This is an optimization exercise on Yosys and OpenROAD, whose aim is small area, a short achievable clock period and few clock cycles, not a production implementation.
Where RTL was checked, it was by simulation tests only, not by an equivalence proof against the original.
The flow treats the clock pin as an ideal source, which a real chip does not have.

==> inputs of maple <==
## ng_core
module ng_core (
    input  wire        clk,
    input  wire        rst,
    input  wire        cmd_valid,
    output wire        cmd_ready,
    input  wire [31:0] cmd_word,
    input  wire [63:0] cmd_operand,
    output wire [63:0] state_q,
    output wire [63:0] result,
    output wire [31:0] status,
    output wire        sample_valid,
    input  wire        sample_ready,
    output wire [7:0]  sample_data
);
==> flow/config.mk <==
export PLATFORM = sky130hd
export DESIGN_NAME = ng_core
export DESIGN_NICKNAME = ng_core
export VERILOG_FILES = /design/flow/design.v
export SDC_FILE = /design/flow/constraint.sdc
export NUM_CORES = 4
export LEC_CHECK = 0
export CAP_MARGIN = 20
export CORE_MARGIN = 2
export CORE_UTILIZATION = 40
export SLEW_MARGIN = 20
==> flow/constraint.sdc <==
create_clock -name core_clock -period 27.0 [get_ports {clk}]
set_input_delay 5.4000 -clock core_clock [delete_from_list [all_inputs] [get_ports {clk}]]
set_output_delay 5.4000 -clock core_clock [all_outputs]
set_load 0.01 [all_outputs]
standard.sh (not shown) runs the stock make flow with config.mk's settings and CLKGATE_MAP_FILE= SYNTH_SCRIPT=/design/flow/synth_recipe.tcl, a recipe that flattens the netlist after the stock synthesis.
==> flow/flow/run.sh <==
#!/bin/bash
# Standard layout, with every port buffered by a buf_2 and timing repair asked
# for 16.5 ns of setup slack (a 10.5 ns period) instead of 0.
set -euo pipefail
export BUFFER_PORTS_ARGS="-buffer_cell sky130_fd_sc_hd__buf_2"
export SETUP_SLACK_MARGIN=16.5
bash standard.sh synth > synth.log 2>&1
bash standard.sh > layout.log 2>&1
==> indigo (differences from maple) <==
--- a/flow/design.v
+++ b/flow/design.v
@@ -32,10 +32,11 @@
   reg [3:0]  lst;          
   reg [7:0]  smp;          
   reg [63:0] hreg;         
   reg [4:0]  sbr;          
   reg [4:0]  sb_off;       
+  reg [4:0]  cln;          
   reg [63:0] sbq [0:16];
   reg [7:0]  obq [0:16];
   wire [3:0]  op   = cmd_word[3:0];
   wire [7:0]  rsv  = cmd_word[11:4];
   wire [19:0] addr = cmd_word[31:12];
@@ -482,26 +483,39 @@
     obq[14] <= obq[15];
     obq[15] <= obq[16];
     obq[16] <= obq[0];
   end
   wire rebase = accept && (dec_err == E_OK) && (op == OP_ITER) && n_16;
-  wire [4:0] sbr_n = rebase ? 5'd16 : (sbr == 5'd16) ? 5'd0 : sbr + 5'd1;
-  wire [3:0] idx_i = (accept && dec_err == E_OK && (fmt_a || fmt_av)) ? addr[3:0] : 4'd0;
-  wire [4:0] off_d = {1'b0, idx_i} - sbr_n;
+  wire [4:0] sbr_i = (sbr == 5'd16) ? 5'd0 : sbr + 5'd1;
+  wire f_any = (opd_n[4:0] > cln);
+  wire [4:0] sbr_n = rebase ? 5'd16 : sbr_i;
+  wire [3:0] idx_i = (fmt_a || fmt_av) ? addr[3:0] : (op == OP_FILTER) ? cln[3:0] : 4'd0;
+  wire [4:0] off_d = {1'b0, idx_i} - sbr_i;
+  wire [4:0] off_m = off_d[4] ? off_d + 5'd17 : off_d;
   wire adv = busy && (mode == M_FILL || mode == M_FILTER) && sb_ok || emit_wr;
   always @(posedge clk) begin
     if (!busy || (emit_wr && !last))
       smp <= acc_smp;
     if (!busy)
       hreg <= cmd_operand;
     sbr <= rst ? 5'd0 : sbr_n;
     if (rst)
       sb_off <= 5'd0;
     else if (!busy)
-      sb_off <= off_d[4] ? off_d + 5'd17 : off_d;
+      sb_off <= rebase ? 5'd1 : off_m;
     else if (!adv)
       sb_off <= (sb_off == 5'd0) ? 5'd16 : sb_off - 5'd1;
+    if (rst)
+      cln <= 5'd0;
+    else if (accept && dec_err == E_OK) begin
+      if ((op == OP_FILTER || op == OP_ITER) && f_any)
+        cln <= opd_n[4:0];
+      else if (op == OP_FILL && n_nz)
+        cln <= 5'd0;
+      else if (op == OP_SBWR && {1'b0, addr[3:0]} < cln)
+        cln <= {1'b0, addr[3:0]};
+    end
     if (rst) begin
       s_reg      <= 64'd1;
       result_reg <= 64'd0;
       err_reg    <= E_OK;
       busy       <= 1'b0;
@@ -510,11 +524,11 @@
       rd_ob      <= 1'b0;
       pend       <= 1'b0;
       idx        <= 4'd0;
       lst        <= 4'd0;
     end else if (!busy) begin
-      idx  <= 4'd0;
+      idx  <= idx_i;
       lst  <= opd_n[3:0] - 4'd1;
       pend <= 1'b0;
       if (accept) begin
         err_reg <= dec_err;
         if (dec_err == E_OK) begin
@@ -528,17 +542,15 @@
               busy <= 1'b1;
               mode <= M_CALC;
               calc <= (op == OP_LUTRD) ? 2'd2 : (op == OP_FILT1) ? 2'd1 : 2'd0;
             end
             OP_SBRD, OP_OBRD: begin
-              idx   <= addr[3:0];
               rd_ob <= (op == OP_OBRD);
               busy  <= 1'b1;
               mode  <= M_READ;
             end
             OP_SBWR: begin
-              idx  <= addr[3:0];
               busy <= 1'b1;
               mode <= M_WRITE;
             end
             OP_FILL, OP_ITER: begin
               if (n_nz) begin
@@ -546,11 +558,11 @@
                 busy  <= 1'b1;
                 mode  <= (op == OP_ITER) ? M_EMIT : M_FILL;
               end
             end
             OP_FILTER: begin
-              if (n_nz) begin
+              if (f_any) begin
                 busy <= 1'b1;
                 mode <= M_FILTER;
               end
             end
             default: ;
==> flow/flow/run.sh (replaced) <==
#!/bin/bash
# Standard layout, with every port buffered by a buf_1, timing repair asked for
# 16.5 ns of setup slack (a 10.5 ns period) instead of 0, and after CTS the
# cmd_ready gate reading rst straight from rst's port buffer (flow/eco_ready.tcl).
set -euo pipefail
export BUFFER_PORTS_ARGS="-buffer_cell sky130_fd_sc_hd__buf_1"
export SETUP_SLACK_MARGIN=16.5
export POST_CTS_TCL="$PWD/flow/eco_ready.tcl"
bash standard.sh synth > synth.log 2>&1
bash standard.sh > layout.log 2>&1
==> flow/flow/eco_ready.tcl (new file) <==
# Sourced by ORFS at the end of its CTS step (POST_CTS_TCL). The path from rst to
# cmd_ready is the design's critical path; if timing repair left buffers between
# rst's port buffer and the gate that drives cmd_ready's port buffer, read rst for
# that gate straight from the port buffer instead (the logic is unchanged).
set block [ord::get_db_block]
proc eco_driver {net} {
  foreach it [$net getITerms] { if {[$it isOutputSignal]} { return $it } }
  return ""
}
proc eco_is_buf {inst} {
  set m [[$inst getMaster] getName]
  return [regexp {__(buf|clkbuf)_[0-9]+$} $m]
}
set rnet [[$block findBTerm rst] getNet]
set pbuf ""
foreach it [$rnet getITerms] { if {[$it isInputSignal]} { set pbuf [$it getInst] } }
set pnet ""
if {$pbuf ne "" && [eco_is_buf $pbuf]} {
  foreach it [$pbuf getITerms] { if {[$it isOutputSignal]} { set pnet [$it getNet] } }
}
set onet [[$block findBTerm cmd_ready] getNet]
set od [eco_driver $onet]
set gate ""
if {$od ne "" && [eco_is_buf [$od getInst]]} {
  foreach it [[$od getInst] getITerms] {
    if {[$it isInputSignal]} { set gd [eco_driver [$it getNet]]; if {$gd ne ""} { set gate [$gd getInst] } }
  }
}
if {$pnet ne "" && $gate ne ""} {
  foreach it [$gate getITerms] {
    if {![$it isInputSignal]} continue
    set n [$it getNet]
    set hops 0
    set d [eco_driver $n]
    while {$d ne "" && [eco_is_buf [$d getInst]] && $hops < 8} {
      set src ""
      foreach jt [[$d getInst] getITerms] { if {[$jt isInputSignal]} { set src [$jt getNet] } }
      if {$src eq ""} break
      if {[$src getName] eq [$pnet getName]} {
        puts "eco_ready: [[$gate getMaster] getName] [$gate getName]/[[$it getMTerm] getName] from [$n getName] to [$pnet getName]"
        $it disconnect
        $it connect $pnet
        break
      }
      set d [eco_driver $src]
      incr hops
    }
  }
}
estimate_parasitics -placement
- ABC_AREA: unset -> 1
- CORE_UTILIZATION: 40 -> 65
- CTS_CLUSTER_DIAMETER: unset -> 70
- CTS_CLUSTER_SIZE: unset -> 24
==> summary.txt <==
indigo completed and failed the layout checks on antenna rules. maple went through all stages and came out clean.
Synthesized cell count: indigo is larger than maple (24%).
Between indigo and maple, the lower clock skew is in indigo (gap 0.0055 ns).
In indigo the routed wire length is larger than in maple, by 1.4%.
Between indigo and maple, the lower worst setup slack is in maple (gap 0.18 ns).
Testbench counts of indigo, summed over its fixed seeds: cycles 13,424.
Function not checked in maple: the RTL went through the layout flow alone.

-- re-timing with driven ports --
The results above use ideal ports. As a check the final layouts listed here were re-extracted and re-timed, cells and wires unchanged.
Step 1 sets driving cells, clkbuf_16 on the clock port and buf_2 on the other inputs (assumed; they add their load-dependent delay and slew).
Step 2 times the ports against the registers' clock, not the clock port: input delays grow and output delays shrink by t, the midpoint of the rising clock arrivals with the driver on.
Slacks: ideal ports / drivers / drivers and shift; pairs: ideal ports / drivers.
run | shift t [ns] | slack for setup (ns) | worst register clock-pin slew, ns
maple | 0.812 | 15.713 / 15.479 / 15.479 | 0.07 / 0.07
indigo | 0.722 | 15.894 / 15.844 / 15.844 | 0.10 / 0.10
For maple, which loses most, drivers alone change the setup slack by -0.234 ns; drivers and shift together by -0.234 ns.
